Context: an optimization exercise on an open-source flow, tuned for small area and a short achievable clock period. The choices shown serve that exercise and are no tape-out recipe. Where RTL was checked, it was by simulation tests only, not by an equivalence proof against the original. Power figures rest on the tool's default switching activity, not on a simulated workload.

== the baseline ==
==> flow/design.v (excerpt) <==
module ahrs_rx (
    input  wire        clk,
    input  wire        rst,
    input  wire        p_valid,
    input  wire [31:0] p_cmd,
    output reg         p_resp_valid,
    output reg         p_resp_err,
    output wire [31:0] p_resp_val,
    input  wire        c_valid,
    input  wire [31:0] c_cmd,
    output reg         c_resp_valid,
    output reg         c_resp_err,
    output reg  [31:0] c_resp_val
);
Size: roughly 1,100 cells after synthesis, about 17,000 µm² of cells after synthesis.
==> module ahrs_tbuf, before the edit <==
module ahrs_tbuf (
    input  wire       clk,
    input  wire       rst,
    input  wire       offer,
    input  wire       update,
    output wire [2:0] write_oh,
    output wire [2:0] read_oh,
    output wire       took        
);
    reg [2:0] w_oh, c_oh;
    wire [2:0] r_oh = ~(w_oh | c_oh);
    reg       new_f;
    assign write_oh = w_oh;
    assign read_oh  = r_oh;
    assign took     = update & (offer | new_f);
    wire       swap_n = update & new_f;
    wire [2:0] c_n    = swap_n ? r_oh : c_oh;
    wire [2:0] c_y    = update ? r_oh : w_oh;
    always @(posedge clk) begin
        if (rst) begin
            w_oh  <= 3'b001;
            c_oh  <= 3'b010;
            new_f <= 1'b0;
        end else begin
            w_oh  <= offer ? c_oh : w_oh;
            c_oh  <= offer ? c_y : c_n;
            new_f <= offer ? !update : (new_f & !update);
        end
    end
endmodule
Settings: LEC_CHECK=0, CAP_MARGIN=20, CORE_MARGIN=2, CORE_UTILIZATION=60, CTS_CLUSTER_DIAMETER=80, CTS_CLUSTER_SIZE=30, PLACE_DENSITY=0.7, SETUP_SLACK_MARGIN=4.0, SLEW_MARGIN=20; clock period 6.5 ns.
standard.sh (not shown) runs the stock make flow with config.mk's settings and CLKGATE_MAP_FILE= SYNTH_SCRIPT=/design/flow/synth_recipe.tcl, a recipe that flattens the netlist after the stock synthesis.
==> flow/flow/run.sh <==
#!/bin/bash
# The standard layout, with two changes to the cells it may pick:
# - the port buffers are the plain buffer sky130_fd_sc_hd__buf_2 instead of
#   the cell buffer_ports picks by itself;
# - the slow wide gates (or3, or4, nor4, and4 and their inverted-input forms) are
#   added to the platform's don't-use list, so synthesis and repair build
#   those functions from NAND/NOR gates instead.
set -euo pipefail
export BUFFER_PORTS_ARGS="-buffer_cell sky130_fd_sc_hd__buf_2"
# the platform's own don't-use list (platforms/sky130hd/config.mk)
dont_use="sky130_fd_sc_hd__probe_p_8 sky130_fd_sc_hd__probec_p_8 sky130_fd_sc_hd__lpflow_bleeder_1"
for s in 1 16 2 4 8; do
  dont_use="$dont_use sky130_fd_sc_hd__lpflow_clkbufkapwr_$s sky130_fd_sc_hd__lpflow_clkinvkapwr_$s"
done
for s in 12 3 4 6 8; do dont_use="$dont_use sky130_fd_sc_hd__lpflow_decapkapwr_$s"; done
dont_use="$dont_use sky130_fd_sc_hd__lpflow_inputiso0n_1 sky130_fd_sc_hd__lpflow_inputiso0p_1"
dont_use="$dont_use sky130_fd_sc_hd__lpflow_inputiso1n_1 sky130_fd_sc_hd__lpflow_inputiso1p_1"
dont_use="$dont_use sky130_fd_sc_hd__lpflow_inputisolatch_1"
for s in 1 16 2 4 8; do dont_use="$dont_use sky130_fd_sc_hd__lpflow_isobufsrc_$s"; done
dont_use="$dont_use sky130_fd_sc_hd__lpflow_isobufsrckapwr_16"
for s in 1 2 4; do
  dont_use="$dont_use sky130_fd_sc_hd__lpflow_lsbuf_lh_hl_isowell_tap_$s sky130_fd_sc_hd__lpflow_lsbuf_lh_isowell_tap_$s"
done
dont_use="$dont_use sky130_fd_sc_hd__lpflow_lsbuf_lh_isowell_4"
# added here
for c in or3 or3b or4 or4b or4bb nor4 nor4b nor4bb and4 and4b and4bb; do
  for s in 1 2 4; do dont_use="$dont_use sky130_fd_sc_hd__${c}_${s}"; done
done
bash standard.sh "DONT_USE_CELLS=$dont_use" finish > standard.log 2>&1
What the candidate does differently from the baseline at the input level:
--- a/flow/design.v
+++ b/flow/design.v
@@ -124,27 +124,30 @@
     input  wire       update,
     output wire [2:0] write_oh,
     output wire [2:0] read_oh,
     output wire       took        
 );
-    reg [2:0] w_oh, c_oh;
-    wire [2:0] r_oh = ~(w_oh | c_oh);
+    reg [2:0] w_oh, c_oh, r_oh;
     reg       new_f;
     assign write_oh = w_oh;
     assign read_oh  = r_oh;
     assign took     = update & (offer | new_f);
     wire       swap_n = update & new_f;
     wire [2:0] c_n    = swap_n ? r_oh : c_oh;
+    wire [2:0] r_n    = swap_n ? c_oh : r_oh;
     wire [2:0] c_y    = update ? r_oh : w_oh;
+    wire [2:0] r_y    = update ? w_oh : r_oh;
     always @(posedge clk) begin
         if (rst) begin
             w_oh  <= 3'b001;
             c_oh  <= 3'b010;
+            r_oh  <= 3'b100;
             new_f <= 1'b0;
         end else begin
             w_oh  <= offer ? c_oh : w_oh;
             c_oh  <= offer ? c_y : c_n;
+            r_oh  <= offer ? r_y : r_n;
             new_f <= offer ? !update : (new_f & !update);
         end
     end
 endmodule
 module ahrs_store (
Notes after the runs:
Sequential cell count of the candidate exceeds that of the baseline slightly.
Diff the baseline -> the candidate | fraction of met3 tracks used by global routing | decrease of 0.56 points
Summary of the candidate over the baseline: worst setup slack before clock tree synthesis went up by 0.24 ns, power dissipated in sequential cells stayed essentially flat, core footprint rose by 770 µm², met2 usage in global routing lower, maximum number of pins on one net before global-route repair has increased.
On final critical-path share of the clock period, the lower figure sits with the candidate, not the baseline.
Min portion of the post-synthesis area used by sequential elements across the baseline and the candidate: the candidate
[the candidate vs the baseline] amount of wire on met2 after detailed routing: lower in the candidate
Taking the baseline as the reference, in the candidate switching power of the nets saw an increase, post-route worst setup slack saw an increase.
No functional check of the RTL was part of the baseline.

---

RTL: one of the versions met above, not the one the previous note started from.
Size: roughly 450 flip-flops, roughly 140 I/O pins.
==> module ahrs_parser, before the edit <==
module ahrs_parser (
    input  wire        clk,
    input  wire        rst,
    input  wire        feed,         
    input  wire        preset,       
    input  wire [7:0]  data,         
    output wire        done,         
    output wire        wr_angle,     
    output wire [1:0]  wr_field,     
    output wire        wr_status,    
    output wire [31:0] acc_q         
);
    localparam [3:0] S_SYNC0  = 4'd0,
                     S_SYNC1  = 4'd1,
                     S_SYNC2  = 4'd2,
                     S_SYNC3  = 4'd3,
                     S_COMPID = 4'd4,
                     S_STATUS = 4'd5,
                     S_CRC0   = 4'd6,
                     S_CRC1   = 4'd7,
                     S_ANG0   = 4'd8,
                     S_ANG1   = 4'd9,
                     S_ANG2   = 4'd10,
                     S_ANG3   = 4'd11;
    localparam [15:0] CRC_PREAMBLE = 16'h7982;    
    reg [3:0]  st;
    reg [15:0] crc;
    reg [3:0]  seen;      
    reg [1:0]  fld;
    reg [31:0] acc;
    wire [31:0] value = {acc[23:0], data};
    assign acc_q = acc;
    wire [15:0] crc_next;
    ahrs_crc16 u_crc (.crc_in(crc), .data(data), .crc_out(crc_next));
    wire       in_sync = (st[3:2] == 2'b00);
    wire [7:0] ang_exp = value[30:23];
    wire       ang_bad = (ang_exp == 8'hFF) ||
                         (ang_exp == 8'h00 && value[22:0] != 23'd0);
    reg       id_known;
    reg [1:0] id_k;
    always @(*) begin
        id_known = 1'b1;
        id_k     = 2'd0;
        case (data)
            8'h05:   id_k = 2'd0;
            8'h18:   id_k = 2'd1;
            8'h19:   id_k = 2'd2;
            8'h4F:   id_k = 2'd3;
            default: id_known = 1'b0;
        endcase
    end
    wire done_d = (st == S_CRC1) && crc[7:0] == 8'h00 && data == crc[15:8];
    assign wr_field  = fld;
    assign wr_angle  = feed && st == S_ANG3 && !ang_bad;
    assign wr_status = feed && st == S_STATUS;
    assign done      = feed && done_d;
    wire [3:0] st_after = (seen == 4'b1111) ? S_CRC0 : S_COMPID;
    reg [3:0] st_feed;
    always @(*) begin
        case (st)
            S_SYNC0, S_SYNC1, S_SYNC2, S_SYNC3: begin
                if (data == (st == S_SYNC0 ? 8'h00 : st == S_SYNC1 ? 8'h17 :
                             st == S_SYNC2 ? 8'h05 : 8'h04))
                    st_feed = st + 4'd1;
                else if (data == 8'h00)
                    st_feed = S_SYNC1;
                else
                    st_feed = S_SYNC0;
            end
            S_COMPID: begin
                if (!id_known || seen[id_k])
                    st_feed = S_SYNC0;
                else
                    st_feed = (id_k == 2'd3) ? S_STATUS : S_ANG0;
            end
            S_ANG0, S_ANG1, S_ANG2: st_feed = st + 4'd1;
            S_ANG3:   st_feed = ang_bad ? S_SYNC0 : st_after;
            S_STATUS: st_feed = st_after;
            S_CRC0:   st_feed = S_CRC1;
            default:  st_feed = S_SYNC0;
        endcase
    end
    always @(posedge clk) begin
        if (rst || preset)
            st <= S_SYNC0;
        else if (feed)
            st <= st_feed;
    end
    always @(posedge clk) begin
        if (feed) begin
            acc <= value;
            crc <= in_sync ? CRC_PREAMBLE : crc_next;
            if (in_sync)
                seen <= 4'b0;
            else if (st == S_COMPID && id_known)
                seen[id_k] <= 1'b1;
            if (st == S_COMPID)
                fld <= id_k;
        end
    end
endmodule
export LEC_CHECK = 0
export CAP_MARGIN = 20
export CORE_MARGIN = 2
export CORE_UTILIZATION = 60
export CTS_CLUSTER_DIAMETER = 80
export CTS_CLUSTER_SIZE = 30
export PLACE_DENSITY = 0.7
export SETUP_SLACK_MARGIN = 3.9
export SLEW_MARGIN = 20
create_clock -name core_clock -period 6.5 [get_ports {clk}]
Scripts as last shown in full above: flow/flow/run.sh
Then changed:
--- a/flow/design.v
+++ b/flow/design.v
@@ -72,6 +72,7 @@
     assign wr_angle  = feed && st == S_ANG3 && !ang_bad;
     assign wr_status = feed && st == S_STATUS;
     assign done      = feed && done_d;
+    wire [3:0] seen_set = (st == S_COMPID && id_known) ? (4'b0001 << id_k) : 4'b0000;
     wire [3:0] st_after = (seen == 4'b1111) ? S_CRC0 : S_COMPID;
     reg [3:0] st_feed;
     always @(*) begin
@@ -108,12 +109,8 @@
         if (feed) begin
             acc <= value;
             crc <= in_sync ? CRC_PREAMBLE : crc_next;
-            if (in_sync)
-                seen <= 4'b0;
-            else if (st == S_COMPID && id_known)
-                seen[id_k] <= 1'b1;
-            if (st == S_COMPID)
-                fld <= id_k;
+            seen <= in_sync ? 4'b0 : (seen | seen_set);
+            fld  <= (st == S_COMPID) ? id_k : fld;
         end
     end
 endmodule
=> Worst setup slack gets worse by 0.026 ns. Global-route usage goes up by 0.44 points. Design area rose slightly. Clock power came out lower by a few percent. Register-to-register slack got worse by 0.21 ns. Routed wire length rose by a few percent. Area after synthesis is higher slightly. Clock skew fell by 0.013 ns. Sequential power hardly moves. Sequential cell count does not change. Power falls slightly.
For the second run of this note, only the layout was checked, not whether the RTL still works.

port drivers added, routing unchanged:
No port has a modelled driver above. Below, the same layouts with a new extraction and two added sets of constraints.
Step 1 (the two cells are an assumption about what drives the block):
set clk [get_ports {clk}]
set_driving_cell -lib_cell sky130_fd_sc_hd__clkbuf_16 $clk
set_driving_cell -lib_cell sky130_fd_sc_hd__buf_2 [delete_from_list [all_inputs] $clk]
Step 2 moves the port delays by t, midway between the first and last clock arrival at a register: inputs arrive t later, outputs are due t later. That takes back most of the time a late clock gives input paths.
Three values: ideal, step 1, step 2; two values: the first two.
| run | t (ns) | setup WS [ns] | worst hold slack (ns) | worst register clock-pin slew, ns | worst data-port slew with drivers (ns) |
|---|---|---|---|---|---|
| the baseline | 0.581 | 4.034 / 4.040 / 3.478 | 0.467 / 0.467 / 0.467 | 0.11 / 0.11 | 0.04 |
| the candidate | 0.587 | 4.054 / 4.042 / 3.497 | 0.473 / 0.473 / 0.473 | 0.11 / 0.11 | 0.06 |
| the first run of note 2 | 0.587 | 3.987 / 4.018 / 3.431 | 0.472 / 0.472 / 0.472 | 0.12 / 0.12 | 0.05 |
| the second run of note 2 | 0.589 | 3.961 / 3.978 / 3.402 | 0.471 / 0.471 / 0.471 | 0.11 / 0.11 | 0.04 |
After both steps setup and hold are still met in every run listed. For the second run of note 2, which loses most, drivers alone change the setup slack by +0.017 ns; drivers and shift together by -0.559 ns.
